From an optimization exercise on the open Yosys and OpenROAD flow, aimed at small area; shortcuts taken in it are not production practice. In this exercise RTL edits were held to simulation tests only and were not proved equivalent to the original. Power and IR drop assume default switching activity. No driver is modelled on the clock port, so clocking that relies on it looks cheaper here than on a real chip.

--- design/flow/design.v ---
module vgax_core (
    input  wire        clk,
    input  wire        rst,        
    input  wire [2:0]  h_cmd,      
    input  wire [15:0] h_addr,
    input  wire [7:0]  h_wdata,
    output wire [31:0] h_rdata,
    output wire        h_ready,
    output wire        irq_v,
    output wire        irq_h,
    input  wire        iack,
    output wire        hsync,
    output wire        vsync,
    output wire [1:0]  color
);
    localparam FB_SIZE = 240;
    localparam CMD_FBWR  = 3'd3;
    localparam CMD_START = 3'd6;
    localparam CMD_STOP  = 3'd7;
    reg [2:0]  vskip;    
    reg [4:0]  row;      
    reg [1:0]  rep;
    reg [31:0] et;
    reg        run;
    reg        vpend;
    reg        hpend;
    reg [6:0]  hcnt;     
    reg [6:0]  lcnt;     
    reg        busy;     
    reg [7:0] fb [0:FB_SIZE-1];
    assign irq_v   = vpend;
    assign irq_h   = hpend;
    assign hsync   = !(run && hcnt < 7'd12);
    assign vsync   = !(run && lcnt < 7'd2);
    assign h_ready = !rst && !busy && !iack;
    wire [6:0] t        = hcnt - 7'd13;           
    wire [7:0] emit_adr = {row, 3'b000} + {1'b0, row, 2'b00} + {4'b0, t[6:3]};
    wire [7:0] adr      = busy ? emit_adr : h_addr[7:0];
    wire       in_range = busy || (h_addr[15:8] == 8'd0);
    reg  [15:0] lo;
    reg  [14:0] hi;
    reg  [7:0]  rbyte;
    reg  [7:0]  part;
    integer g, j;
    always @(*) begin
        for (j = 0; j < 16; j = j + 1)
            lo[j] = (adr[3:0] == j);
        for (g = 0; g < 15; g = g + 1)
            hi[g] = in_range && (adr[7:4] == g);
        rbyte = 8'h00;
        for (g = 0; g < 15; g = g + 1) begin
            part = 8'h00;
            for (j = 0; j < 16; j = j + 1)
                part = part | ({8{lo[j]}} & fb[16*g+j]);
            rbyte = rbyte | ({8{hi[g]}} & part);
        end
    end
    assign h_rdata = {et[31:8] & {24{h_cmd[0]}}, h_cmd[0] ? et[7:0] : rbyte};
    reg [1:0] smp;
    always @(*) begin
        case (t[2:1])
            2'd0: smp = rbyte[7:6];
            2'd1: smp = rbyte[5:4];
            2'd2: smp = rbyte[3:2];
            default: smp = rbyte[1:0];
        endcase
    end
    assign color = (busy && hcnt >= 7'd13) ? smp : 2'b00;
    wire h_tick  = run && (hcnt == 7'd127);
    wire v_tick  = h_tick && (lcnt == 7'd89);
    wire entry   = iack && !busy && (vpend || hpend);
    wire v_entry = entry && vpend;
    wire h_entry = entry && !vpend;
    wire h_skip  = (vskip != 3'd0);
    wire h_emit  = !h_skip && (row < 5'd20);
    wire cmd_start = h_ready && h_cmd == CMD_START;
    wire cmd_stop  = h_ready && h_cmd == CMD_STOP;
    wire wr = h_ready && h_cmd == CMD_FBWR;
    integer wg, wj;
    always @(posedge clk) begin
        for (wg = 0; wg < 15; wg = wg + 1)
            for (wj = 0; wj < 16; wj = wj + 1)
                if (wr && hi[wg] && lo[wj])
                    fb[16*wg+wj] <= h_wdata;
    end
    always @(posedge clk) begin
        if (rst) begin
            vskip <= 3'd6;
            row   <= 5'd0;
            rep   <= 2'd0;
            et    <= 32'd0;
            run   <= 1'b0;
            vpend <= 1'b0;
            hpend <= 1'b0;
            hcnt  <= 7'd0;
            lcnt  <= 7'd0;
            busy  <= 1'b0;
        end else begin
            if (run) begin
                hcnt <= hcnt + 1'b1;
                if (h_tick)
                    lcnt <= v_tick ? 7'd0 : lcnt + 1'b1;
            end
            vpend <= (vpend && !v_entry) || v_tick;
            hpend <= (hpend && !h_entry) || h_tick;
            if (v_entry) begin
                vskip <= 3'd6;
                rep   <= 2'd0;
                row   <= 5'd0;
                et    <= et + 1'b1;
            end else if (h_entry) begin
                if (h_skip)
                    vskip <= vskip - 1'b1;
                else if (h_emit)
                    busy <= 1'b1;
            end else if (busy && hcnt == 7'd108) begin
                busy <= 1'b0;
                rep  <= rep + 1'b1;
                if (rep == 2'd3)
                    row <= row + 1'b1;
            end
            if (cmd_start) begin
                run   <= 1'b1;
                hcnt  <= 7'd0;
                lcnt  <= 7'd0;
                vpend <= 1'b0;
                hpend <= 1'b0;
            end else if (cmd_stop) begin
                run   <= 1'b0;
                vpend <= 1'b0;
                hpend <= 1'b0;
            end
        end
    end
endmodule
--- design/flow/flow/run.sh ---
#!/bin/bash
# Layout flow: the standard flow, with an area-oriented ABC mapping in
# synthesis (same Yosys script otherwise, so the registers are the standard
# synthesis's) and a clock tree built from fewer, larger sink clusters.
set -euo pipefail
W=$(pwd)
F=$W/flow

cat > $W/area_synth.tcl <<EOF
proc abc {args} {
  set i [lsearch -exact \$args -script]
  if {\$i >= 0} {
    set args [lreplace \$args [expr {\$i + 1}] [expr {\$i + 1}] $F/abc_area.script]
  }
  yosys abc {*}\$args
}
source $W/synth_recipe.tcl
EOF

CTS="-sink_clustering_enable -repair_clock_nets -dont_use_dummy_load"
CTS="$CTS -sink_clustering_size ${CTS_SIZE:-30} -sink_clustering_max_diameter ${CTS_DIAM:-120}"

bash $W/standard.sh SYNTH_SCRIPT=$W/area_synth.tcl "CTS_ARGS=$CTS" finish > $W/standard.log 2>&1
--- design/flow/flow/abc_area.script ---
strash
&get -n
&dch -f
&nf -p -R 1000
&put
topo
--- design/flow/standard.sh ---
#!/bin/bash
# synth_recipe.tcl (not shown) runs the flow's synth.tcl, then flattens the netlist and writes it again
# the make line also repeats each setting of config.mk as NAME=value (left out here)
make -C /OpenROAD-flow-scripts/flow DESIGN_CONFIG=/design/flow/config.mk WORK_HOME=/design/flow/orfs CLKGATE_MAP_FILE= SYNTH_SCRIPT=/design/flow/synth_recipe.tcl "${@:-finish}"
--- design/flow/config.mk ---
export PLATFORM = sky130hd
export DESIGN_NAME = vgax_core
export DESIGN_NICKNAME = vgax_core
export VERILOG_FILES = /design/flow/design.v
export SDC_FILE = /design/flow/constraint.sdc
export NUM_CORES = 4
export LEC_CHECK = 0
export CAP_MARGIN = 20
export CORE_MARGIN = 2
export CORE_UTILIZATION = 40
export SLEW_MARGIN = 20
--- design/flow/constraint.sdc ---
create_clock -name core_clock -period 10.0 [get_ports {clk}]
set_input_delay 2.0000 -clock core_clock [delete_from_list [all_inputs] [get_ports {clk}]]
set_output_delay 2.0000 -clock core_clock [all_outputs]
set_load 0.01 [all_outputs]
==> run summary, run 1 <==
- The flow ran to the end and the layout has no timing, DRC or antenna violations.
- The layout cell share with drive strength beyond 1 is 0.06459.
- The top cell type's share of synthesized area is 0.8045.
- The clock transition at the registers of the reported paths is 0.12 ns.
- The CTS tree is built.
- The summed area of non-filler cells in the final layout is 0.07882 mm².
- The number of antenna violations at the first check in global routing is 2.
- 69 I/O pins were placed.
- The HPWL after detailed placement is 124300 µm.
- Summed over all cells, the static leakage comes to 0.02321 µW.
- The growth of design area from synthesis to finish is 9.977%.
- The count of endpoints failing setup in the final report is 0.
- In the synthesized netlist the dominant register cell turns out to be edfxtp_1.
- The netlist area before placement is 0.07167 mm².
- The largest area contributor in the synthesized netlist is edfxtp_1.
- The worst clock skew is 0.05463 ns.
- The clock latency on the worst-skew pair is 0.72 ns.
- The root cell of the clock tree is clkbuf_16.
- The clock sink count is 1980.
- The layout filler cell count is 15262.
- The buffer depth of the longest clock path is 3.
- The count of yosys warnings during synthesis is 2.
- VDD sags by at most 0.1157 mV.
- After detailed routing, the wire length on met1 is 82530 µm.
- The multi-input logic area is 0.01300 mm².
- The utilization after layout is 0.4422.
- After floorplanning, the core was divided into 155 placement rows.
- The launching element type of the critical path is a flip-flop.
- The portion of total power attributed to the clock network is 0.281.
- The number of nets in the synthesized netlist is 4031.
- The clock buffer count from CTS is 76.
- Measured against its own limit, the worst slew margin works out to 0.2212.
- Setup repair after global routing left no endpoint under its margin.
- In the synthesized netlist the async set-or-reset flop fraction comes to 0.
- The required time of the critical path is 8.00 ns.
- The worst setup path is captured at an output port.
- The clock period minus worst slack is 9.815 ns.
- In this run the worst path has a maximum fanout of 23.
- The share of the cycle needed by the critical path after routing is 0.9815.
- The wire length on met2 is 96310 µm.
- The switching share of power is 0.2073.
- The uppermost layer routed is met4.
- Of the total power, registers draw 0.679.
- Entering global routing, the biggest net connects 191 pins.
- The total of hold buffers inserted after clock tree synthesis is 0.
- Dividing total power by cell area gives a power density of 169.5 mW/mm².
- In the layout the commonest cells are 1920 x edfxtp_1, 534 x a22oi_1, 320 x nor2_1.
- Measured along the y axis, the die boundary spans 427.3 µm.
- The highest achievable clock rate is 101.9 MHz.
- The final count of hold timing violations is 0.
- For this configuration, the core starts out at a cell density of 0.4021.
- The number of maximum-capacitance constraint violations is 0.
- Among the stages of the critical path, the cell type that occurs most often is nor3_1.
- The detail-routed net length per standard cell is 30.50 µm.
- The total number of H-tree levels is 3.
- The part of the power in combinational logic is 0.039.
- The number of unique standard cell types used by synthesis is 45.
- The total via count after detailed routing is 40941.
- The analysis attributes to net switching a power of 2770 µW.
- The global route total overflow is 0.
- After synthesis the netlist holds a flip-flop and latch count of 1980.
- The first global-routing pass estimated 288100 µm of wire.
- The library cell used most frequently in the layout, excluding fill and tap cells, is edfxtp_1.
- Dividing the detail-routed via count by the number of cells gives 6.173.
- Yosys attributes the largest share of cell area to edfxtp_1 80%, a22oi_1 5.6%, a222oi_1 2.7%.
- The cell count after synthesis came out at 3979.
- After the last flow step, the layout net total stands at 4327.
- The overall die area is 0.1826 mm².
- The routed length on met3 is 17710 µm.
- Of the synthesized area, sequential elements account for 0.8212.
- Across all setup checks in the final design, the least slack found is 0.1849 ns.
- For this block, the routed nets add up to 202300 µm of wire.
- The data arrival at the endpoint of the critical path is 7.82 ns.
- The placement-stage worst setup slack is -0.05823 ns.
- In the global route stage, overall resource usage came out at 0.2173.
- Traced cell by cell, the critical path runs through clkinv_1, ha_1, nor2_1, nor3_1, xor2_1, fa_1, ha_2, mux2_1, nand2_1, nor2_4, buf_4, a222oi_1, nand3_1, o21ai_0, nand4_1, or3_1, nor3_2, o22ai_1, nor3_1, a211oi_1, clkdlybuf4s50_1.
- The slew at the pin closest to its max-slew limit is 1.164 ns.
- The count of unresolved DRC violations after routing is 0.
- The design internal power is 10590 µW.
- The via count of the first global-routing pass was 39128.
- The mean area per synthesized cell is 18.01 µm².
- The class of the most critical setup path is reg2out.
- The chip width is 427.3 µm.
- The sequential cells in the finished layout cover a total of 0.05886 mm².
- The number of pins with negative max-slew slack in the final report is 0.
- Among all stages on the critical path, the largest delay is contributed by or3_1.
- Once placement finished, the instance area stood at 0.07676 mm².
- The first TritonRoute pass finished after 7 iterations.
- The count of input and output buffers is 68.
- The number of enable flip-flop cells after synthesis is 1920.
- The detail route stage leaves a number of antenna-violating nets equal to 0.
- The type of the most critical hold path is reg2reg.
- In this design, the stage delay of the slowest critical-path cell is 0.64 ns.
- In this run the standard cell core region covers 0.1782 mm².
- The congestion estimate from routability-driven global placement came to 0.8356.
- For this block, the initial DRC count from the detailed router was 6307.
## logic make-up (layout without fill, tap and decap cells)
group,count (synthesis),count (layout),synth area share
AOI/OAI and AO/OA,1004,1004,0.1090
xor gates and xnor gates,32,32,0.003911
adders and majority gates,22,22,0.004050
buffers and inverters,8,302,0.0004190
DFF,1980,1980,0.8212
muxes,8,8,0.001170
other,0,4,0
and+or+nand+nor,925,925,0.06020
## flip-flops by register name, summed over array words and instances (netlist names)
register	flops
rep	2
hpend	1
vskip	3
hcnt	7
et	32
lcnt	7
row	5
busy	1
run	1
fb	1920
vpend	1
## layer usage
metal / vias to the layer above / track usage
met2: 2093 / 0.3491
met4: 0 / 0.05669
met5: - / 0
met1: 21186 / 0.3087
li1: 17405 / -
met3: 257 / 0.03511
## worst max-delay path: cells and delay by family (launching register included)
family,cells,cell delay [ns]
fa+ha+maj,3,1.10
simple gates,9,2.84
flops,1,0.43
xor+xnor,1,0.17
compound gates,4,1.15
buf+inv,3,1.00
mux,1,0.36
## per-stage QoR
stage	TNS (ns)	cells	hold slack, ns	total power (µW)
6_report	0	6632	0.5068	13360
5_1_grt	0	6628	0.5271	13670
4_1_cts	0	6625	0.5091	13390
3_5_place_dp	-0.05823	6549	0.4739	9787
3_3_place_gp	-0.1232	6549	0.4736	9779
2_1_floorplan	0	3979	0.4546	9459
## path summary, 6_finish.rpt
path	start	to	slack, ns	cells after the start
max	hcnt[1]$_SDFFE_PP0P_	color[1]	0.18	21
min	vskip[2]$_SDFFE_PP1P_	vskip[2]$_SDFFE_PP1P_	0.51	2
max reg2reg	hcnt[1]$_SDFFE_PP0P_	fb[78][6]$_DFFE_PP_	3.78	16
min reg2reg	vskip[2]$_SDFFE_PP1P_	vskip[2]$_SDFFE_PP1P_	0.51	2
## cells in the mapped netlist (20+ instances only)
library cell and instances:
nand2_1 211, a21oi_1 44, a221o_1 50, ha_1 20, nor2_1 341, o21ai_0 109, and3_1 24, dfxtp_1 60
nor3_1 34, a222oi_1 195, nand3_1 68, nand4_1 173, a22oi_1 534, edfxtp_1 1920, and2_0 29, a221oi_1 24
## layout make-up
type,count,share of cell area
Antenna cell,4,0.0001270
Clock buffer,76,0.02413
Inverter,8,0.0003810
Multi-Input combinational cell,1991,0.1649
Sequential cell,1980,0.7468
Tap cell,2355,0.03738
Timing Repair Buffer,218,0.02629
## repair_timing
item / CTS / global route
pin swaps: 0 / 3
hold endpoints to repair: 0 / 0
resized for setup: 5 / 20
setup buffers: 0 / 1
setup endpoints to repair: 2 / 3
gates cloned: 0 / 0
## power groups by stage
| stage | Sequential, µW | Combinational, µW | Clock, µW |
|---|---|---|---|
| after detailed placement | 9270 | 518 | 0 |
| after global routing | 9080 | 552 | 4030 |
| after global placement | 9270 | 510 | 0 |
| final | 9080 | 523 | 3760 |
| after CTS | 9080 | 518 | 3790 |
| after floorplan | 9270 | 191 | 0 |
==> run 2: changes to the inputs <==
--- a/design/flow/design.v
+++ b/design/flow/design.v
@@ -27,13 +27,14 @@
     reg [6:0]  hcnt;     
     reg [6:0]  lcnt;     
     reg        busy;     
+    reg [1:0]  color_r;
     reg [7:0] fb [0:FB_SIZE-1];
     assign irq_v   = vpend;
     assign irq_h   = hpend;
     assign hsync   = !(run && hcnt < 7'd12);
     assign vsync   = !(run && lcnt < 7'd2);
     assign h_ready = !rst && !busy && !iack;
-    wire [6:0] t        = hcnt - 7'd13;           
+    wire [6:0] t        = hcnt - 7'd12;
     wire [7:0] emit_adr = {row, 3'b000} + {1'b0, row, 2'b00} + {4'b0, t[6:3]};
     wire [7:0] adr      = busy ? emit_adr : h_addr[7:0];
     wire       in_range = busy || (h_addr[15:8] == 8'd0);
@@ -65,7 +66,8 @@
             default: smp = rbyte[1:0];
         endcase
     end
-    assign color = (busy && hcnt >= 7'd13) ? smp : 2'b00;
+    assign color = color_r;
+    wire       emit_smp = busy && (hcnt >= 7'd12) && (hcnt != 7'd108);
     wire h_tick  = run && (hcnt == 7'd127);
     wire v_tick  = h_tick && (lcnt == 7'd89);
     wire entry   = iack && !busy && (vpend || hpend);
@@ -95,7 +97,9 @@
             hcnt  <= 7'd0;
             lcnt  <= 7'd0;
             busy  <= 1'b0;
+            color_r <= 2'b00;
         end else begin
+            color_r <= emit_smp ? smp : 2'b00;
             if (run) begin
                 hcnt <= hcnt + 1'b1;
                 if (h_tick)
--- a/design/flow/flow/run.sh
+++ b/design/flow/flow/run.sh
@@ -20,4 +20,5 @@
 CTS="-sink_clustering_enable -repair_clock_nets -dont_use_dummy_load"
 CTS="$CTS -sink_clustering_size ${CTS_SIZE:-30} -sink_clustering_max_diameter ${CTS_DIAM:-120}"
 
-bash $W/standard.sh SYNTH_SCRIPT=$W/area_synth.tcl "CTS_ARGS=$CTS" finish > $W/standard.log 2>&1
+bash $W/standard.sh SYNTH_SCRIPT=$W/area_synth.tcl "CTS_ARGS=$CTS" \
+  "BUFFER_PORTS_ARGS=-buffer_cell sky130_fd_sc_hd__buf_1" finish > $W/standard.log 2>&1
==> run summary, run 2 <==
- The run finished with no timing, DRC or antenna violations.
- The share of synthesized area spent on multiplexers is 0.001468 (+0.0002980).
- The final worst slack came to 0.3820 ns (+0.1971 ns).
- The number of instances in the synthesized netlist was 3952 (-0.68%).
- The launching element type of the critical path is a flip-flop.
- In the layout the commonest cells are 1920 x edfxtp_1, 547 x a22oi_1, 327 x nor2_1.
- The part of the total power dissipated in sequential elements is 0.680 (about the same).
- The summed area of non-filler cells in the final layout is 0.07797 mm² (-1.1%).
- The number of unique standard cell types used by synthesis is 46 (+2.2%).
- The power density of the placed cells is 171.3 mW/mm² (+1.0%).
- The total routing resource utilization after global routing is 0.2190 (+0.001682).
- The leakage component of the power was 0.02280 µW (-1.8%).
- The count of unresolved DRC violations after routing was 0 (unchanged).
- The post-synthesis xor/xnor area fraction is 0.003669 (-0.0002415).
- The number of nets in the layout came to 4262 (-1.5%).
- The largest registers in the layout are fb x1920, et x32.
- The layout cell share with drive strength beyond 1 was 0.05061 (-0.01399).
- The top cell family by delay on the critical path is compound AO/OA/AOI/OAI gates.
- The total via count after detailed routing is 40993 (+0.13%).
- The aggregate negative setup slack is 0 ns (unchanged).
- The detail-routed net length per standard cell came to 31.01 µm (+1.7%).
- The worst slew slack as a fraction of its limit is 0.2161 (-0.005117).
- The placement-stage worst setup slack was 1.295 ns (+1.353 ns).
- The highest achievable clock rate came to 104.0 MHz (+2.0%).
- The total number of H-tree levels is 3 (unchanged).
- In the synthesized netlist the dominant register cell turns out to be edfxtp_1.
- The mean area per synthesized cell is 18.12 µm² (+0.60%).
- The via count of the first global-routing pass was 38854 (-0.70%).
- The clock transition at the registers of the reported paths came to 0.12 ns (about the same).
- The cell with the largest stage delay on the worst path is o21ai_0.
- The total of hold buffers inserted after clock tree synthesis came to 0 (unchanged).
- The required time of the critical path is 8.00 ns (about the same).
- The wire length after detailed routing is 203500 µm (+0.63%).
- The number of buffer and inverter instances along the worst setup path is 2 (-1).
- The number of antenna violations at the first check in global routing is 4 (+2).
- The synthesis-stage register bit count is 1982 (+0.10%).
- The post-route non-filler standard cell count came to 6564 (-1.0%).
- The number of pins with negative max-slew slack in the final report is 0 (unchanged).
- The peak per-stage delay on the critical path is 0.61 ns (-0.03 ns).
- The switching share of power came to 0.2061 (-0.001157).
- The buffer depth of the longest clock path is 3 (unchanged).
- The chip width is 427.1 µm (about the same).
- The count of standard-cell rows is 155 (unchanged).
- The starting utilization of the core area is 0.4018 (about the same).
- The portion of total power attributed to the clock network is 0.282 (about the same).
- The top cell type's share of synthesized area is 0.8051 (about the same).
- The share of the cycle needed by the critical path after routing is 0.9618 (-0.01971).
- The class of the most critical setup path is reg2out.
- The endpoint of the worst hold-timing path is vskip[1]$_SDFFE_PP1P_.
- The CTS tree is built.
- The share of flip-flops with an asynchronous set or reset after synthesis is 0 (unchanged).
- The maximum ir drop on the vdd rail is 0.1452 mV (+26%).
- The global route total overflow is 0 (unchanged).
- The simple-gate share of the synthesized area is 0.05939 (-0.0008078).
- The layout filler cell count came to 15308 (+0.30%).
- The register-to-register path setup slack came to 3.10 ns (-0.68 ns).
- The type of the most critical hold path is reg2reg.
- fb holds more flip-flops than any other register.
- The worst clock skew was 0.1094 ns (+0.05476 ns).
- Yosys instantiated no cell more often than edfxtp_1.
- The sequential-to-total area share from yosys stat is 0.8225 (+0.001219).
- By count the netlist is led by 1920 x edfxtp_1, 547 x a22oi_1, 343 x nor2_1, 208 x a222oi_1, 194 x nand2_1.
- The number of enable flip-flop cells after synthesis is 1920 (unchanged).
- The flip-flop count of the largest register after layout is 1920 (unchanged).
- The number of diodes is 0 (-4).
- The number of placed cells counting well taps came to 6487 (-0.95%).
- The number of nets with antenna violations after routing was 0 (unchanged).
- Setup repair after global routing left no endpoint under its margin.
- The root cell of the clock tree is clkbuf_16.
- The detailed router's first-iteration violation count came to 6411 (+1.6%).
- The post-synthesis adder-cell area fraction is 0.003879 (-0.0001715).
- The count of input and output buffers was 68 (unchanged).
- The design internal power came to 10600 µW (about the same).
- The netlist area before placement is 0.07161 mm² (about the same).
- The data arrival at the endpoint of the critical path came to 7.62 ns (-0.20 ns).
- The core footprint is 0.1782 mm² (unchanged).
- The clock latency on the worst-skew pair is 0.71 ns (about the same).
- The fraction of the mapped netlist area in compound gates is 0.1088 (-0.0002444).
- The count of instances resized after the clock tree is built is 0 (-5).
- The reg-to-reg critical path startpoint is hcnt[2]$_SDFFE_PP0P_.
- Compared with the post-synthesis result, the final layout area differs by 8.878%.
- The largest net degree at the start of global routing is 190 (-0.52%).
- The number of maximum-capacitance constraint violations is 0 (unchanged).
- The ratio of routed vias to standard cells is 6.245 (+1.2%).
- The count of endpoints failing setup in the final report is 0 (unchanged).
- The number of top-level pins came to 69 (unchanged).
- The most common cell after layout, fill and taps aside is edfxtp_1.
- The multi-input logic area is 0.01281 mm² (-1.5%).
- The overall die area is 0.1824 mm² (about the same).
- In the post-synthesis netlist, the biggest area contributors are edfxtp_1 81%, a22oi_1 5.7%, a222oi_1 2.9%.
- The footprint of the flip-flops and latches was 0.05890 mm² (about the same).
- The number of nets in the synthesized netlist is 4003 (-0.69%).
- The worst flop-to-flop path endpoint is color_r[1]$_SDFF_PP0_.
- The count of yosys warnings during synthesis is 2 (unchanged).
- The net switching power of the design is 2753 µW (-0.60%).
- The clock sink count is 1982 (+0.10%).
- The number of cells on the worst reg-to-reg path came to 22 (+6).
- The part of the power in combinational logic is 0.038 (about the same).
- The clock buffer count from CTS came to 77 (+1.3%).
- The startpoint identified for the worst hold timing path is vskip[1]$_SDFFE_PP1P_.
- The first-pass GRT wire length came to 288000 µm (about the same).
- The signal on the critical path passes through ha_1, nor3_1, xor2_1, fa_1, ha_1, mux2_1, nand2_1, nor2_4, buf_12, a222oi_1, nand4_1, o21ai_0, o311ai_0, a21oi_1, nand4_1, a21oi_1, nand4_1, a21oi_1, and4_1, o21ai_0, buf_1.
- The final count of hold timing violations was 0 (unchanged).
- The height of the die is 427.1 µm (about the same).
- edfxtp_1 takes more of the synthesized area than any other cell.
- The number of detailed-routing iterations run before antenna repair came to 9 (+2).
- The number of instances on the worst hold path is 1 (-1).
- The count of buffers added by post-CTS timing repair for setup is 0 (unchanged).
- The last weighted congestion value of the routability-driven placer came to 0.8722 (+4.4%).
- The largest fanout of any net on the critical path is 49 (+110%).
- The clock period minus worst slack is 9.618 ns (-0.1971 ns).
- The combinational family with the most area after synthesis is compound AO/OA/AOI/OAI gates.
- The post-detailed-placement half-perimeter wirelength is 125200 µm (+0.71%).
- The cell area after placement came to 0.07604 mm² (-0.94%).
- The most critical setup path has its startpoint at hcnt[2]$_SDFFE_PP0P_.
- The utilization after layout is 0.4375 (-0.004774).
- The slew at the pin closest to its max-slew limit is 1.176 ns (+0.01198 ns).
- The worst setup path is captured at an output port.
==> run 2: cell count changes after synthesis, moves of 5 or more <==
cell,previous run,this run
nand2_1,211,194
o21ai_0,109,102
a222oi_1,195,208
a221oi_1,24,9
or3_1,7,2
and4_1,3,9
nand3_1,68,57
nand4_1,173,186
o211ai_1,7,0
o21a_1,5,10
a22oi_1,534,547
==> run 2: area by class of cell <==
cell class	count	area share
clock buffers	77	0.02471
inverters	7	0.0003370
multi-input cells	1963	0.1643
flip-flops and latches	1982	0.7554
well taps	2355	0.03779
repair buffers	180	0.01749
==> run 2: logic make-up after synthesis <==
kind of cell | after synthesis
buffers and inverters | 7
flip-flops | 1982
AO/OA/AOI/OAI | 996
adder cells (fa/ha/maj) | 21
AND/OR/NAND/NOR | 906
multiplexers | 10
XOR/XNOR | 30
==> run 2: routing by layer <==
layer / vias to the layer above / part of all wire / GRT usage
met2: 2129 / 0.48 / 0.3532
met5: - / 0.00011 / 0
met1: 21300 / 0.40 / 0.3050
li1: 17259 / - / -
met3: 301 / 0.087 / 0.03447
met4: 4 / 0.035 / 0.07083
==> run 2: stage by stage <==
stage,hold slack [ns],power [µW]
floorplan,0.4437,9464
global placement,0.4522,9775
detailed placement,0.4583,9781
CTS,0.4839,13380
global route,0.5013,13670
finish,0.4821,13360
==> run 2: how the worst max path moves through the flow <==
| stage | depth (start not counted) | end | slack [ns] |
|---|---|---|---|
| after floorplan | 13 | h_rdata[0] | 0.02 |
| after global placement | 17 | h_rdata[4] | 1.27 |
| after detailed placement | 17 | h_rdata[6] | 1.30 |
| after CTS | 21 | h_rdata[0] | 0.53 |
| after global routing | 21 | h_rdata[0] | 0.08 |
| final | 21 | h_rdata[0] | 0.38 |
==> run 2: power by group through the flow <==
stage | Combinational (µW) | Clock, µW | Sequential, µW
final | 507 | 3760 | 9090
after global routing | 533 | 4050 | 9090
after CTS | 505 | 3790 | 9090
after detailed placement | 504 | 0 | 9280
after global placement | 498 | 0 | 9280
after floorplan | 188 | 0 | 9280
==> run 3: changes to the inputs <==
--- a/design/flow/design.v
+++ b/design/flow/design.v
@@ -38,24 +38,19 @@
     wire [7:0] emit_adr = {row, 3'b000} + {1'b0, row, 2'b00} + {4'b0, t[6:3]};
     wire [7:0] adr      = busy ? emit_adr : h_addr[7:0];
     wire       in_range = busy || (h_addr[15:8] == 8'd0);
-    reg  [15:0] lo;
-    reg  [14:0] hi;
-    reg  [7:0]  rbyte;
-    reg  [7:0]  part;
-    integer g, j;
-    always @(*) begin
-        for (j = 0; j < 16; j = j + 1)
-            lo[j] = (adr[3:0] == j);
-        for (g = 0; g < 15; g = g + 1)
-            hi[g] = in_range && (adr[7:4] == g);
-        rbyte = 8'h00;
-        for (g = 0; g < 15; g = g + 1) begin
-            part = 8'h00;
-            for (j = 0; j < 16; j = j + 1)
-                part = part | ({8{lo[j]}} & fb[16*g+j]);
-            rbyte = rbyte | ({8{hi[g]}} & part);
+    wire [8*FB_SIZE-1:0] fbq;
+    wire [FB_SIZE-1:0]   we;
+    wire [7:0]           rbyte;
+    wire                 wr = h_ready && h_cmd == CMD_FBWR;
+    genvar gi;
+    generate
+        for (gi = 0; gi < FB_SIZE; gi = gi + 1) begin : fbq_g
+            assign fbq[8*gi +: 8] = fb[gi];
         end
-    end
+    endgenerate
+    vgax_fbport u_port (
+        .adr(adr), .en(in_range), .wr(wr), .q(fbq), .rd(rbyte), .we(we)
+    );
     assign h_rdata = {et[31:8] & {24{h_cmd[0]}}, h_cmd[0] ? et[7:0] : rbyte};
     reg [1:0] smp;
     always @(*) begin
@@ -77,13 +72,11 @@
     wire h_emit  = !h_skip && (row < 5'd20);
     wire cmd_start = h_ready && h_cmd == CMD_START;
     wire cmd_stop  = h_ready && h_cmd == CMD_STOP;
-    wire wr = h_ready && h_cmd == CMD_FBWR;
-    integer wg, wj;
+    integer w;
     always @(posedge clk) begin
-        for (wg = 0; wg < 15; wg = wg + 1)
-            for (wj = 0; wj < 16; wj = wj + 1)
-                if (wr && hi[wg] && lo[wj])
-                    fb[16*wg+wj] <= h_wdata;
+        for (w = 0; w < FB_SIZE; w = w + 1)
+            if (we[w])
+                fb[w] <= h_wdata;
     end
     always @(posedge clk) begin
         if (rst) begin
@@ -137,3 +130,20 @@
         end
     end
 endmodule
+module vgax_fbport (
+    input  wire [7:0]    adr,
+    input  wire          en,
+    input  wire          wr,
+    input  wire [1919:0] q,
+    output reg  [7:0]    rd,
+    output reg  [239:0]  we
+);
+    integer i;
+    always @(*) begin
+        rd = 8'h00;
+        for (i = 0; i < 240; i = i + 1) begin
+            we[i] = en && wr && (adr == i);
+            rd    = rd | ({8{en && (adr == i)}} & q[8*i +: 8]);
+        end
+    end
+endmodule
==> design/flow/flow/run.sh (replaced) <==
#!/bin/bash
# Layout flow: the standard flow, with
#  - the framebuffer port (module vgax_fbport: one-hot decode, write enables
#    and read mux) mapped by hand (gen_fbport.py) instead of by ABC;
#  - an area-oriented ABC mapping for the rest of the logic (same Yosys
#    script otherwise, so the registers are the standard synthesis's);
#  - a clock tree built from fewer, larger sink clusters, and small port
#    buffers.
set -euo pipefail
W=$(pwd)
F=$W/flow

python3 $F/gen_fbport.py > $W/fbport_gates.v

cat > $W/area_synth.tcl <<EOF
proc synth {args} { yosys synth -nofsm -noshare {*}\$args }
proc abc {args} {
  set i [lsearch -exact \$args -script]
  if {\$i >= 0} {
    set args [lreplace \$args [expr {\$i + 1}] [expr {\$i + 1}] $F/abc_area.script]
  }
  yosys abc {*}\$args
}
source \$::env(SCRIPTS_DIR)/synth.tcl
read_verilog -overwrite $W/fbport_gates.v
hierarchy -top \$::env(DESIGN_NAME)
# left out here: clear keep_hierarchy, flatten, clean up
yosys rename -hide {w:*\$func\$*}
set la {}
foreach f \$::env(LIB_FILES) { lappend la -liberty \$f }
tee -o \$::env(REPORTS_DIR)/synth_stat_final.txt stat {*}\$la
write_verilog -noattr -nohex -nodec \$::env(RESULTS_DIR)/1_2_yosys.v
EOF

CTS="-sink_clustering_enable -repair_clock_nets -dont_use_dummy_load"
CTS="$CTS -sink_clustering_size ${CTS_SIZE:-30} -sink_clustering_max_diameter ${CTS_DIAM:-120}"

bash $W/standard.sh SYNTH_SCRIPT=$W/area_synth.tcl SYNTH_KEEP_MODULES=vgax_fbport \
  "CTS_ARGS=$CTS" "BUFFER_PORTS_ARGS=-buffer_cell sky130_fd_sc_hd__buf_1" \
  ${STAGES:-finish} > $W/standard.log 2>&1
==> design/flow/flow/gen_fbport.py (new file) <==
#!/usr/bin/env python3
"""Writes a gate-level vgax_fbport (the framebuffer's one-hot decode, write
enables and read mux) in sky130_fd_sc_hd cells, to stdout."""
P = "sky130_fd_sc_hd__"
N = 240
out = []
cells = [0]


def cell(kind, **pins):
    cells[0] += 1
    conn = ", ".join(f".{p}({n})" for p, n in pins.items())
    out.append(f"  {P}{kind} g{cells[0]} ({conn});")


def wire(*names):
    out.append("  wire " + ", ".join(names) + ";")


out.append("module vgax_fbport (adr, en, wr, q, rd, we);")
out.append("  input [7:0] adr; input en; input wr; input [1919:0] q;")
out.append("  output [7:0] rd; output [239:0] we;")
# true and complement address bits; en folded into bit 7, wr into bit 3
wire(*[f"an{b}" for b in range(8)], "enn", "wrn", "a7t", "a7c", "a3wt", "a3wc")
for b in range(8):
    cell("inv_1", A=f"adr[{b}]", Y=f"an{b}")
cell("inv_1", A="en", Y="enn")
cell("inv_1", A="wr", Y="wrn")
cell("and2_1", A="adr[7]", B="en", X="a7t")
cell("nor2_1", A="adr[7]", B="enn", Y="a7c")
cell("and2_1", A="adr[3]", B="wr", X="a3wt")
cell("nor2_1", A="adr[3]", B="wrn", Y="a3wc")


def lit(b, v):
    return f"adr[{b}]" if v else f"an{b}"


# group (adr[7:4]) and column (adr[3:0]) predecode, active low
wire(*[f"hin{g}" for g in range(15)], *[f"lon{j}" for j in range(16)],
     *[f"lwn{j}" for j in range(16)])
for g in range(15):
    cell("nand4_1", A="a7t" if g >> 3 & 1 else "a7c", B=lit(6, g >> 2 & 1),
         C=lit(5, g >> 1 & 1), D=lit(4, g & 1), Y=f"hin{g}")
for j in range(16):
    cell("nand4_1", A=lit(3, j >> 3 & 1), B=lit(2, j >> 2 & 1),
         C=lit(1, j >> 1 & 1), D=lit(0, j & 1), Y=f"lon{j}")
    cell("nand4_1", A="a3wt" if j >> 3 & 1 else "a3wc", B=lit(2, j >> 2 & 1),
         C=lit(1, j >> 1 & 1), D=lit(0, j & 1), Y=f"lwn{j}")
# entry selects and write enables
wire(*[f"s{i}" for i in range(N)])
for i in range(N):
    cell("nor2_1", A=f"hin{i // 16}", B=f"lon{i % 16}", Y=f"s{i}")
    cell("nor2_1", A=f"hin{i // 16}", B=f"lwn{i % 16}", Y=f"we[{i}]")
# read mux per bit: a222oi over entry triples, then nand4, nor4, final OR
for b in range(8):
    m = [f"m{b}_{k}" for k in range(N // 3)]
    n = [f"n{b}_{k}" for k in range(len(m) // 4)]
    o = [f"o{b}_{k}" for k in range(len(n) // 4)]
    wire(*m, *n, *o, f"z{b}_0", f"z{b}_1")
    for k in range(len(m)):
        e = [3 * k, 3 * k + 1, 3 * k + 2]
        cell("a222oi_1", A1=f"s{e[0]}", A2=f"q[{8 * e[0] + b}]",
             B1=f"s{e[1]}", B2=f"q[{8 * e[1] + b}]",
             C1=f"s{e[2]}", C2=f"q[{8 * e[2] + b}]", Y=m[k])
    for k in range(len(n)):
        cell("nand4_1", A=m[4 * k], B=m[4 * k + 1], C=m[4 * k + 2], D=m[4 * k + 3], Y=n[k])
    for k in range(len(o)):
        cell("nor4_1", A=n[4 * k], B=n[4 * k + 1], C=n[4 * k + 2], D=n[4 * k + 3], Y=o[k])
    cell("nand3_1", A=o[0], B=o[1], C=o[2], Y=f"z{b}_0")
    cell("nand2_1", A=o[3], B=o[4], Y=f"z{b}_1")
    cell("or2_1", A=f"z{b}_0", B=f"z{b}_1", X=f"rd[{b}]")
out.append("endmodule")
print("\n".join(out))
==> run summary, run 3 <==
- The maximum ir drop on the vdd rail is 0.1409 mV (-3.0%).
- The layout cell share with drive strength beyond 1 is 0.04945 (-0.001158).
- The net switching power of the design is 2510 µW (-8.8%).
- The core footprint was 0.1763 mm² (-1.1%).
- Clock tree synthesis selected as its root buffer the cell clkbuf_16.
- The min-delay analysis places its worst path in the category reg2reg.
- The number of instances on the worst hold path is 1 (unchanged).
- Relative to the synthesized area, the layout overhead comes to 8.519%.
- The total routing resource utilization after global routing is 0.2113 (-0.007717).
- The peak per-stage delay on the critical path is 0.82 ns (+0.21 ns).
- The largest registers in the layout are fb x1920, et x32.
- The first-pass GRT wire length was 278900 µm (-3.2%).
- The leakage component of the power came to 0.02245 µW (-1.5%).
- The minimum hold slack is 0.4813 ns (-0.0007640 ns).
- The largest net degree at the start of global routing was 211 (+11%).
- The library cells used most frequently in the layout, excluding fill and tap cells, are 1920 x edfxtp_1, 640 x a222oi_1, 541 x nor2_1.
- The number of nets with antenna violations after routing came to 0 (unchanged).
- The number of maximum-capacitance constraint violations is 0 (unchanged).
- The required time of the critical path is 8.00 ns (about the same).
- The number of detailed-routing iterations run before antenna repair was 22 (+13).
- The design internal power is 10500 µW (-0.95%).
- The buffer depth of the longest clock path was 3 (unchanged).
- The total number of H-tree levels came to 3 (unchanged).
- The height of the die was 425.4 µm (-0.40%).
- The count of unresolved DRC violations after routing is 0 (unchanged).
- The clock sink count is 1982 (unchanged).
- The clock transition at the registers of the reported paths is 0.12 ns (about the same).
- The portion of total power attributed to the clock network is 0.285 (+0.003).
- The starting utilization of the core area is 0.4029 (+0.001077).
- Broken down by cell family, the worst path's largest delay share belongs to simple AND/OR/NAND/NOR gates.
- The footprint of the flip-flops and latches is 0.05890 mm² (unchanged).
- The total via count after detailed routing is 40974 (-0.046%).
- The count of standard-cell rows is 154 (-0.65%).
- The clock period minus worst slack came to 9.781 ns (+0.1628 ns).
- The worst clock skew is 0.07478 ns (-0.03461 ns).
- The cell area after placement came to 0.07507 mm² (-1.3%).
- The number of cells on the worst reg-to-reg path is 21 (-4.5%).
- The count of yosys warnings during synthesis is 3 (+1).
- The worst slew slack as a fraction of its limit is 0.2115 (-0.004653).
- The library cell used most frequently in the layout, excluding fill and tap cells, is edfxtp_1.
- The detail-routed net length per standard cell is 31.22 µm (+0.68%).
- The count of input and output buffers was 68 (unchanged).
- STA classifies the critical path startpoint as a flip-flop.
- The count of endpoints failing setup in the final report is 0 (unchanged).
- The part of the total power dissipated in sequential elements is 0.698 (+0.018).
- The highest achievable clock rate came to 102.2 MHz (-1.7%).
- The number of antenna violations at the first check in global routing was 10 (+6).
- The endpoint kind of the worst setup timing path is an output port.
- The cell with the largest stage delay on the worst path is nor4_1.
- The via count of the first global-routing pass is 38775 (-0.20%).
- The number of top-level pins is 69 (unchanged).
- Setup repair after global routing left no endpoint under its margin.
- The overall die area is 0.1810 mm² (-0.81%).
- The detailed router's first-iteration violation count came to 8814 (+37%).
- The run finished with no timing, DRC or antenna violations.
- The register ranked first by flip-flop count is fb.
- The post-detailed-placement half-perimeter wirelength is 125200 µm (about the same).
- The wire length after detailed routing is 197500 µm (-3.0%).
- The clock buffer count from CTS came to 77 (unchanged).
- The number of nets in the layout was 4037 (-5.3%).
- The share of the cycle needed by the critical path after routing came to 0.9781 (+0.01628).
- The number of buffer and inverter instances along the worst setup path was 5 (+3).
- The global route total overflow came to 0 (unchanged).
- The power density of the placed cells was 168.8 mW/mm² (-1.5%).
- The last weighted congestion value of the routability-driven placer was 0.8817 (+1.1%).
- The switching share of power is 0.1929 (-0.01323).
- The cell depth of the worst setup path came to 21 (unchanged).
- The number of nets in the synthesized netlist is 3784 (-5.5%).
- The multi-input logic area was 0.01208 mm² (-5.7%).
- The clock latency on the worst-skew pair is 0.72 ns (about the same).
- The number of instances in the synthesized netlist is 3733 (-5.5%).
- The number of placed cells counting well taps came to 6245 (-3.7%).
- The ratio of routed vias to standard cells came to 6.477 (+3.7%).
- The class of the most critical setup path is reg2out.
- The number of pins with negative max-slew slack in the final report is 0 (unchanged).
- The chip width was 425.4 µm (-0.40%).
- The post-route non-filler standard cell count is 6326 (-3.6%).
- The CTS tree is built.
- The final count of hold timing violations was 0 (unchanged).
- The summed area of non-filler cells in the final layout is 0.07708 mm² (-1.1%).
- The flip-flop count of the largest register after layout is 1920 (unchanged).
- The netlist area before placement came to 0.07103 mm² (-0.81%).
- The aggregate negative setup slack is 0 ns (unchanged).
- The layout filler cell count is 15071 (-1.5%).
- The signal on the critical path passes through ha_1, nor3_1, xnor2_1, fa_1, clkinv_1, ha_1, clkinv_1, fa_1, xor2_1, a21oi_1, inv_1, nand4_1, buf_4, nor2_1, a222oi_1, nand4_1, nor4_1, nand3_1, or2_1, mux2_1, buf_1.
- The slew at the pin closest to its max-slew limit is 1.179 ns (+0.003463 ns).
- The largest fanout of any net on the critical path is 32 (-35%).
- The mean area per synthesized cell is 19.03 µm² (+5.0%).
- The part of the power in combinational logic is 0.016 (-0.022).
- The data arrival at the endpoint of the critical path came to 7.78 ns (+0.16 ns).
==> run 3: cell count changes in the layout (fill, tap and decap cells not counted), sizes merged, moves of 10 or more <==
cell    previous run  this run
nand2            194        33
a221o             50         0
o21ai            102         5
a22oi            547         0
nor4              10        45
nand3             57        17
nor3              35        19
a222oi           208       640
nand4            186       230
a21oi             41        31
and3              21        11
nor2             343       541
==> run 3: final timing paths <==
| check | startpoint | endpoint | slack [ns] |
|---|---|---|---|
| max reg2reg | hcnt[2]$_SDFFE_PP0P_ | color_r[1]$_SDFF_PP0_ | 2.91 |
| min | rep[0]$_SDFFE_PP0P_ | rep[0]$_SDFFE_PP0P_ | 0.48 |
| min reg2reg | rep[0]$_SDFFE_PP0P_ | rep[0]$_SDFFE_PP0P_ | 0.48 |
| max | hcnt[2]$_SDFFE_PP0P_ | h_rdata[4] | 0.22 |
==> run 3: metrics by stage <==
stage / power [µW] / util / setup slack, ns
floorplan: 9296 / - / 2.881
global placement: 9486 / 0.4258 / 0.9307
detailed placement: 9493 / 0.4258 / 0.8764
CTS: 13080 / 0.4367 / 0.1084
global route: 13340 / 0.4372 / 0.0005578
finish: 13010 / 0.4372 / 0.2192
==> run 3: cell type report <==
class / instances / area share
flip-flops and latches: 1982 / 0.7641
repair buffers: 174 / 0.01505
multi-input cells: 1728 / 0.1567
clock buffers: 77 / 0.02500
diodes: 2 / 0.00006493
well taps: 2340 / 0.03798
inverters: 23 / 0.001120
==> run 3: power by group through the flow <==
stage          combinational [µW]  sequential, µW  clock (µW)
2_1_floorplan                20.0            9280           0
6_report                      214            9090        3710
3_3_place_gp                  209            9280           0
3_5_place_dp                  216            9280           0
5_1_grt                       228            9090        4030
4_1_cts                       216            9090        3780
==> run 3: layer usage <==
| metal | up-vias | part of all wire | global-route usage |
|---|---|---|---|
| met5 | - | 0.00013 | 0 |
| met4 | 4 | 0.034 | 0.06720 |
| met3 | 281 | 0.093 | 0.03101 |
| met2 | 2419 | 0.47 | 0.3370 |
| met1 | 21216 | 0.40 | 0.2996 |
| li1 | 17054 | - | - |
==> run 3: repair_timing <==
action,CTS,global route
setup endpoints to repair,0,4
resized for setup,0,5
hold buffers,0,0
buffers inserted,0,0
==> run 3: worst reg2reg max path: stages, from the launching register on <==
cell      delay, ns
dfxtp_1        0.59
ha_1           0.32
nor3_1         0.08
xnor2_1        0.19
fa_1           0.46
clkinv_1       0.06
ha_1           0.17
clkinv_1       0.09
fa_1           0.39
xor2_1         0.18
a21oi_1        0.47
inv_1          0.26
nand4_1        0.17
buf_4          0.37
nor2_1         0.30
a222oi_1       0.70
nand4_1        0.18
nor4_1         0.80
nand3_1        0.28
or2_1          0.37
a31oi_1        0.25
a31oi_1        0.21
==> run 4: changes to the inputs <==
--- a/design/flow/design.v
+++ b/design/flow/design.v
@@ -18,7 +18,7 @@
     localparam CMD_START = 3'd6;
     localparam CMD_STOP  = 3'd7;
     reg [2:0]  vskip;    
-    reg [4:0]  row;      
+    reg [7:0]  ep;       
     reg [1:0]  rep;
     reg [31:0] et;
     reg        run;
@@ -34,9 +34,7 @@
     assign hsync   = !(run && hcnt < 7'd12);
     assign vsync   = !(run && lcnt < 7'd2);
     assign h_ready = !rst && !busy && !iack;
-    wire [6:0] t        = hcnt - 7'd12;
-    wire [7:0] emit_adr = {row, 3'b000} + {1'b0, row, 2'b00} + {4'b0, t[6:3]};
-    wire [7:0] adr      = busy ? emit_adr : h_addr[7:0];
+    wire [7:0] adr      = busy ? ep : h_addr[7:0];
     wire       in_range = busy || (h_addr[15:8] == 8'd0);
     wire [8*FB_SIZE-1:0] fbq;
     wire [FB_SIZE-1:0]   we;
@@ -54,7 +52,7 @@
     assign h_rdata = {et[31:8] & {24{h_cmd[0]}}, h_cmd[0] ? et[7:0] : rbyte};
     reg [1:0] smp;
     always @(*) begin
-        case (t[2:1])
+        case ({~hcnt[2], hcnt[1]})
             2'd0: smp = rbyte[7:6];
             2'd1: smp = rbyte[5:4];
             2'd2: smp = rbyte[3:2];
@@ -69,7 +67,8 @@
     wire v_entry = entry && vpend;
     wire h_entry = entry && !vpend;
     wire h_skip  = (vskip != 3'd0);
-    wire h_emit  = !h_skip && (row < 5'd20);
+    wire h_emit  = !h_skip && (ep != 8'd240);
+    wire ep_inc  = busy && (hcnt[2:0] == 3'd3) && (hcnt[6:3] != 4'd1);
     wire cmd_start = h_ready && h_cmd == CMD_START;
     wire cmd_stop  = h_ready && h_cmd == CMD_STOP;
     integer w;
@@ -81,7 +80,7 @@
     always @(posedge clk) begin
         if (rst) begin
             vskip <= 3'd6;
-            row   <= 5'd0;
+            ep    <= 8'd0;
             rep   <= 2'd0;
             et    <= 32'd0;
             run   <= 1'b0;
@@ -103,7 +102,7 @@
             if (v_entry) begin
                 vskip <= 3'd6;
                 rep   <= 2'd0;
-                row   <= 5'd0;
+                ep    <= 8'd0;
                 et    <= et + 1'b1;
             end else if (h_entry) begin
                 if (h_skip)
@@ -113,8 +112,10 @@
             end else if (busy && hcnt == 7'd108) begin
                 busy <= 1'b0;
                 rep  <= rep + 1'b1;
-                if (rep == 2'd3)
-                    row <= row + 1'b1;
+                if (rep != 2'd3)
+                    ep <= ep - 8'd12;     
+            end else if (ep_inc) begin
+                ep <= ep + 1'b1;
             end
             if (cmd_start) begin
                 run   <= 1'b1;
--- a/design/flow/flow/run.sh
+++ b/design/flow/flow/run.sh
@@ -33,7 +33,7 @@
 EOF
 
 CTS="-sink_clustering_enable -repair_clock_nets -dont_use_dummy_load"
-CTS="$CTS -sink_clustering_size ${CTS_SIZE:-30} -sink_clustering_max_diameter ${CTS_DIAM:-120}"
+CTS="$CTS -sink_clustering_size ${CTS_SIZE:-28} -sink_clustering_max_diameter ${CTS_DIAM:-110}"
 
 bash $W/standard.sh SYNTH_SCRIPT=$W/area_synth.tcl SYNTH_KEEP_MODULES=vgax_fbport \
   "CTS_ARGS=$CTS" "BUFFER_PORTS_ARGS=-buffer_cell sky130_fd_sc_hd__buf_1" \
==> design/flow/config.mk (replaced) <==
export PLATFORM = sky130hd
export DESIGN_NAME = vgax_core
export DESIGN_NICKNAME = vgax_core
export VERILOG_FILES = /design/flow/design.v
export SDC_FILE = /design/flow/constraint.sdc
export NUM_CORES = 4
export LEC_CHECK = 0
export CAP_MARGIN = 10
export CORE_MARGIN = 2
export CORE_UTILIZATION = 55
export SLEW_MARGIN = 10
==> run summary, run 4 <==
- STA classifies the critical path endpoint as an output port.
- Compared with the post-synthesis result, the final layout area differs by 7.428%.
- The routed length on met3 is 20940 µm (+14%).
- Routed signal wires occupy layers up through met4.
- The number of maximum-capacitance constraint violations is 0 (unchanged).
- The netlist area before placement is 0.07100 mm² (about the same).
- The required time of the critical path is 8.00 ns (about the same).
- Clock tree synthesis selected as its root buffer the cell clkbuf_16.
- The chip width is 363.3 µm (-15%).
- The CTS tree is built.
- The clock sink count was 1985 (+0.15%).
- The number of top-level pins came to 69 (unchanged).
- The detailed router's first-iteration violation count came to 7887 (-11%).
- The critical path is of the in2out type.
- The number of detailed-routing iterations run before antenna repair is 14 (-36%).
- The count of unresolved DRC violations after routing was 0 (unchanged).
- The leakage component of the power is 0.02244 µW (about the same).
- The layout cell share with drive strength beyond 1 is 0.05009 (+0.0006399).
- The flip-flop count of the largest register after layout is 1920 (unchanged).
- The layout filler cell count is 9371 (-38%).
- The total of hold buffers inserted after clock tree synthesis was 0 (unchanged).
- The first-pass GRT wire length is 278900 µm (about the same).
- The final worst slack was 0.2797 ns (+0.06045 ns).
- The number of nets in the layout came to 4038 (+0.025%).
- The wire length on met2 is 91990 µm (-1.4%).
- The maximum ir drop on the vdd rail is 0.1489 mV (+5.6%).
- The min-delay analysis places its worst path in the category reg2reg.
- The data arrival at the endpoint of the critical path came to 7.72 ns (-0.06 ns).
- The clock transition at the registers of the reported paths is 0.10 ns (-0.02 ns).
- The number of buffer and inverter instances along the worst setup path is 3 (-2).
- The worst clock skew is 0.05169 ns (-0.02310 ns).
- The number of nets in the synthesized netlist is 3780 (-0.11%).
- The count of instances resized after the clock tree is built is 0 (unchanged).
- Setup repair after global routing left no endpoint under its margin.
- The flow ran to the end and the layout has no timing, DRC or antenna violations.
- Leaving out fill and tap cells, the most frequent cell in the layout is edfxtp_1.
- The mean area per synthesized cell is 19.00 µm² (-0.14%).
- The overall die area is 0.1320 mm² (-27%).
- The power density of the placed cells is 171.6 mW/mm² (+1.7%).
- The launching element type of the critical path is an input port.
- The starting utilization of the core area is 0.5554 (+0.1525).
- The buffer depth of the longest clock path is 3 (unchanged).
- The signal on the critical path passes through buf_1, nor2_1, a21oi_1, inv_1, nand4_1, nor2_1, a222oi_1, nand4_1, nor4_1, nand2_1, or2_1, mux2_1, buf_1.
- The core footprint came to 0.1278 mm² (-27%).
- The total number of H-tree levels is 3 (unchanged).
- The total via count after detailed routing is 41063 (+0.22%).
- The slowest stage of the critical path is the a21oi_1 cell.
- The share of the cycle needed by the critical path after routing came to 0.9720 (-0.006045).
- The count of standard-cell rows was 131 (-15%).
- The detailed-route wire length on metal 1 was 78430 µm (-0.70%).
- The number of instances in the synthesized netlist is 3737 (+0.11%).
- The peak per-stage delay on the critical path is 0.85 ns (+0.03 ns).
- The highest achievable clock rate is 102.9 MHz (+0.62%).
- The aggregate negative setup slack came to 0 ns (unchanged).
- The clock buffer count from CTS was 81 (+5.2%).
- The largest net degree at the start of global routing is 183 (-13%).
- The last weighted congestion value of the routability-driven placer was 0.9031 (+2.4%).
- The ratio of routed vias to standard cells was 7.259 (+12%).
- The number of pins with negative max-slew slack in the final report is 0 (unchanged).
- The clock period minus worst slack is 9.720 ns (-0.06045 ns).
- The height of the die came to 363.3 µm (-15%).
- The clock latency on the worst-skew pair is 0.72 ns (about the same).
- The total routing resource utilization after global routing came to 0.2957 (+0.08439).
- The detail-routed net length per standard cell is 34.99 µm (+12%).
- The number of antenna violations at the first check in global routing came to 7 (-3).
- The library cells used most frequently in the layout, excluding fill and tap cells, are 1920 x edfxtp_1, 640 x a222oi_1, 546 x nor2_1.
- The slew at the pin closest to its max-slew limit is 1.168 ns (-0.01100 ns).
- fb holds more flip-flops than any other register.
- The wire length after detailed routing was 197900 µm (+0.23%).
- The count of endpoints failing setup in the final report is 0 (unchanged).
- The top cell family by delay on the critical path is simple AND/OR/NAND/NOR gates.
- The post-detailed-placement half-perimeter wirelength is 123600 µm (-1.3%).
- The global route total overflow is 0 (unchanged).
- The largest fanout of any net on the critical path is 11 (-66%).
- The number of nets with antenna violations after routing was 0 (unchanged).
- The count of input and output buffers was 68 (unchanged).
- The count of buffers added by post-CTS timing repair for setup is 0 (unchanged).
- The placement-stage worst setup slack came to 0.5653 ns (-0.3111 ns).
- The count of yosys warnings during synthesis is 3 (unchanged).
- The worst slew slack as a fraction of its limit came to 0.2188 (+0.007352).
- The final count of hold timing violations came to 0 (unchanged).
- The largest registers in the layout are fb x1920, et x32, ep x8.
- The via count of the first global-routing pass came to 38582 (-0.50%).
==> run 4: area by class of cell <==
class	instances	area, µm²	share of cell area
tap	1662	2079	0.02726
antenna	2	5.005	0.00006561
inverter	20	75.07	0.0009842
multi-input combinational	1732	11990	0.1572
timing repair buffer	175	1144	0.01499
clock buffer	81	2027	0.02657
sequential	1985	58960	0.7729
==> run 4: worst register-to-register path, stage by stage (launching register included) <==
cell and delay [ns]:
dfxtp_1 0.97, nor2_1 0.20, a21oi_1 0.85, inv_1 0.35, nand4_1 0.83, nor2_1 0.46
a222oi_1 0.64, nand4_1 0.28, nor4_1 0.83, nand2_1 0.34, or2_1 0.47, and3_1 0.26
a31oi_1 0.14, a31oi_1 0.10
==> run 4: worst paths after layout <==
path | start | to | slack [ns] | cells after the start
max reg2reg | busy$_SDFFE_PP0P_ | color_r[1]$_SDFF_PP0_ | 3.15 | 13
min reg2reg | rep[0]$_SDFFE_PP0P_ | rep[0]$_SDFFE_PP0P_ | 0.47 | 1
min | rep[0]$_SDFFE_PP0P_ | rep[0]$_SDFFE_PP0P_ | 0.47 | 1
max | h_addr[3] | h_rdata[5] | 0.28 | 13
==> run 4: per-layer routing <==
metal / GRT usage / vias up
li1: - / 17061
met1: 0.4354 / 21097
met2: 0.4584 / 2621
met3: 0.05200 / 284
met4: 0.08640 / 0
met5: 0 / -
==> run 4: power by group <==
| group | leakage (µW) | total, µW | switching, µW | internal (µW) |
|---|---|---|---|---|
| logic | 0.00367 | 211 | 190 | 21.3 |
| registers | 0.0178 | 9100 | 0.406 | 9100 |
| clock network | 0.000998 | 3780 | 2320 | 1460 |
==> run 4: metrics by stage <==
stage | std cells | total power (µW) | hold slack [ns] | instance area [µm²] | util
after floorplan | 3737 | 9309 | 0.4283 | 71000 | -
after global placement | 5573 | 9497 | 0.4398 | 74230 | 0.5807
after detailed placement | 5574 | 9504 | 0.4487 | 74250 | 0.5807
after CTS | 5655 | 13150 | 0.4639 | 76270 | 0.5966
after global routing | 5655 | 13430 | 0.4899 | 76270 | 0.5966
final | 5657 | 13090 | 0.4674 | 76280 | 0.5966
==> run 5: changes to the inputs <==
==> design/flow/config.mk (replaced) <==
export PLATFORM = sky130hd
export DESIGN_NAME = vgax_core
export DESIGN_NICKNAME = vgax_core
export VERILOG_FILES = /design/flow/design.v
export SDC_FILE = /design/flow/constraint.sdc
export NUM_CORES = 4
export LEC_CHECK = 0
export CAP_MARGIN = 20
export CORE_MARGIN = 2
export CORE_UTILIZATION = 40
export SLEW_MARGIN = 20
==> run summary, run 5 <==
- The flow ran to the end and the layout has no timing, DRC or antenna violations.
- The footprint of the flip-flops and latches came to 0.05896 mm² (unchanged).
- The share of the cycle needed by the critical path after routing is 0.9168 (-0.05525).
- The count of yosys warnings during synthesis is 3 (unchanged).
- The clock period minus worst slack is 9.168 ns (-0.5525 ns).
- The count of standard-cell rows is 154 (+18%).
- The CTS tree is built.
- The flip-flop count of the largest register after layout is 1920 (unchanged).
- The count of input and output buffers came to 68 (unchanged).
- The largest fanout of any net on the critical path is 17 (+6).
- The mean area per synthesized cell is 19.00 µm² (unchanged).
- The minimum hold slack is 0.4881 ns (+0.02066 ns).
- The largest net degree at the start of global routing is 196 (+7.1%).
- The overall die area came to 0.1809 mm² (+37%).
- The chip width came to 425.3 µm (+17%).
- The count of buffers added by post-CTS timing repair for setup was 0 (unchanged).
- The clock transition at the registers of the reported paths is 0.07 ns (-0.03 ns).
- The launching element of the worst setup path is h_addr[1].
- The wire length after detailed routing was 194800 µm (-1.6%).
- The number of pins with negative max-slew slack in the final report is 0 (unchanged).
- Leaving out fill and tap cells, the most frequent cell in the layout is edfxtp_1.
- The number of antenna violations at the first check in global routing is 1 (-6).
- The leakage component of the power was 0.02248 µW (+0.15%).
- The clock buffer count from CTS was 81 (unchanged).
- The starting utilization of the core area was 0.4027 (-0.1527).
- The netlist area before placement is 0.07100 mm² (unchanged).
- The buffer depth of the longest clock path is 3 (unchanged).
- The largest registers in the layout are fb x1920, et x32, ep x8.
- The final count of hold timing violations is 0 (unchanged).
- The maximum ir drop on the vdd rail is 0.1221 mV (-18%).
- The total of hold buffers inserted after clock tree synthesis was 0 (unchanged).
- The required time of the critical path is 8.00 ns (about the same).
- The number of nets in the synthesized netlist is 3780 (unchanged).
- The utilization after layout was 0.4377 (-0.1589).
- The highest achievable clock rate is 109.1 MHz (+6.0%).
- The worst setup path is of the in2out kind.
- The first-pass GRT wire length was 277100 µm (-0.66%).
- The layout filler cell count is 15171 (+62%).
- The core footprint is 0.1763 mm² (+38%).
- The multi-input logic area is 0.01197 mm² (-0.16%).
- The endpoint kind of the worst setup timing path is an output port.
- The total routing resource utilization after global routing is 0.2092 (-0.08645).
- The data arrival at the endpoint of the critical path is 7.17 ns (-0.55 ns).
- The aggregate negative setup slack is 0 ns (unchanged).
- The power density of the placed cells is 169.7 mW/mm² (-1.1%).
- The layout cell share with drive strength beyond 1 is 0.05100 (+0.0009123).
- The total number of H-tree levels came to 3 (unchanged).
- The post-detailed-placement half-perimeter wirelength is 124300 µm (+0.54%).
- The reg-to-reg critical path startpoint is busy$_SDFFE_PP0P_.
- The last weighted congestion value of the routability-driven placer is 0.8710 (-3.6%).
- The count of unresolved DRC violations after routing came to 0 (unchanged).
- The number of top-level pins was 69 (unchanged).
- The total via count after detailed routing is 40548 (-1.3%).
- In this run the most critical hold path is launched from rep[0]$_SDFFE_PP0P_.
- The global route total overflow came to 0 (unchanged).
- The final worst slack is 0.8321 ns (+0.5525 ns).
- The cell sitting at the root of the clock tree is a clkbuf_16.
- More flip-flops sit in one register than any other, and that register is fb.
- From synthesis to final layout, the design area changed by 8.684%.
- Setup repair after global routing left no endpoint under its margin.
- STA classifies the critical path startpoint as an input port.
- The worst slew slack as a fraction of its limit was 0.2092 (-0.009675).
- The number of detailed-routing iterations run before antenna repair was 14 (unchanged).
- In the layout the commonest cells are 1920 x edfxtp_1, 640 x a222oi_1, 546 x nor2_1.
- The via count of the first global-routing pass is 38572 (-0.026%).
- The clock latency on the worst-skew pair came to 0.74 ns (+0.02 ns).
- The number of instances in the synthesized netlist is 3737 (unchanged).
- The number of nets in the layout was 4045 (+0.17%).
- The placement-stage worst setup slack is 1.107 ns (+0.5419 ns).
- The height of the die is 425.3 µm (+17%).
- The clock sink count is 1985 (unchanged).
- The worst clock skew is 0.06810 ns (+0.01641 ns).
- The detailed router's first-iteration violation count is 8518 (+8.0%).
- The type of the most critical hold path is reg2reg.
- The number of nets with antenna violations after routing is 0 (unchanged).
- The count of endpoints failing setup in the final report came to 0 (unchanged).
- The ratio of routed vias to standard cells is 6.394 (-12%).
- The detail-routed net length per standard cell was 30.71 µm (-12%).
- The count of instances resized after the clock tree is built is 0 (unchanged).
- The slew at the pin closest to its max-slew limit is 1.183 ns (+0.01447 ns).
- The number of maximum-capacitance constraint violations was 0 (unchanged).
[run 5: area by class of cell]
cell class,count,share of cell area
diodes,2,0.00006485
flip-flops and latches,1985,0.7640
repair buffers,182,0.01563
well taps,2340,0.03794
clock buffers,81,0.02627
inverters,20,0.0009728
multi-input cells,1732,0.1551
[run 5: worst paths after layout]
kind                            slack [ns]                    end  depth (start not counted)
worst max-delay path                  0.83             h_rdata[2]                         14
worst min-delay path                  0.49    rep[0]$_SDFFE_PP0P_                          1
worst max register to register        4.34  color_r[0]$_SDFF_PP0_                         13
worst min register to register        0.49    rep[0]$_SDFFE_PP0P_                          1
[run 5: per-layer routing]
metal	share of wire	global-route usage	wire length, µm	vias up
li1	-	-	-	17071
met1	0.41	0.3026	79080	20810
met2	0.47	0.3290	90650	2417
met3	0.098	0.03133	19150	250
met4	0.030	0.06141	5921	0
met5	0	0	0	-
[run 5: power by group]
| part | leakage, µW | switching (µW) | total [µW] | internal, µW |
|---|---|---|---|---|
| sequential | 0.0178 | 0.444 | 9100 | 9100 |
| clock | 0.000998 | 2320 | 3780 | 1460 |
| combinational | 0.00371 | 191 | 212 | 20.8 |
| total | 0.0225 | 2520 | 13100 | 10600 |
[run 5: through the flow]
| stage | power, µW | std cells | cell area (µm²) |
|---|---|---|---|
| detailed placement | 9505 | 6258 | 75130 |
| CTS | 13170 | 6339 | 77150 |
| global route | 13430 | 6340 | 77170 |
| global placement | 9497 | 6253 | 75070 |
| finish | 13100 | 6342 | 77170 |
| floorplan | 9309 | 3737 | 71000 |
[run 5: critical path: stages]
cell and delay, ns:
buf_1 0.08, nor2_1 0.05, a21oi_1 0.20, buf_4 0.27
inv_1 0.25, nand4_1 0.85, nor2_1 0.39, a222oi_1 0.64
nand4_1 0.18, nor4_1 0.96, nand3_1 0.38, or2_1 0.37
mux2_1 0.37, buf_1 0.15

## static timing again, ports no longer ideal
How much do the figures lean on ideal ports? The routed layouts below were timed once more, with nothing changed but the port constraints. Step 1: set_driving_cell puts a clkbuf_16 on clk and a buf_2 on each other input, an assumption about the parent block. Step 2 also shifts input and output timing later by t, the mid clock arrival at the registers, as if the neighbouring blocks saw the same clock. Three values: ideal, step 1, step 2; two values: the first two.
run | t, ns | setup WS [ns] | worst setup path at the end | latest minus earliest clock arrival (ns) | worst slew at a driven data input, ns
run 1 | 0.790 | 0.185 / 0.098 / 0.353 | input to output | 0.086 / 0.085 | 0.05
run 2 | 0.756 | 0.382 / 0.298 / 1.054 | register to output | 0.142 / 0.143 | 0.07
run 3 | 0.773 | 0.219 / 0.139 / 0.877 | input to output | 0.099 / 0.098 | 0.09
run 4 | 0.756 | 0.280 / 0.250 / 0.250 | input to output | 0.085 / 0.085 | 0.03
run 5 | 0.776 | 0.832 / 0.806 / 0.806 | input to output | 0.099 / 0.099 | 0.07
After both steps setup and hold are still met in every run listed. The setup slack of run 4, which loses most, moves by -0.030 ns with the drivers and by -0.030 ns with both steps.
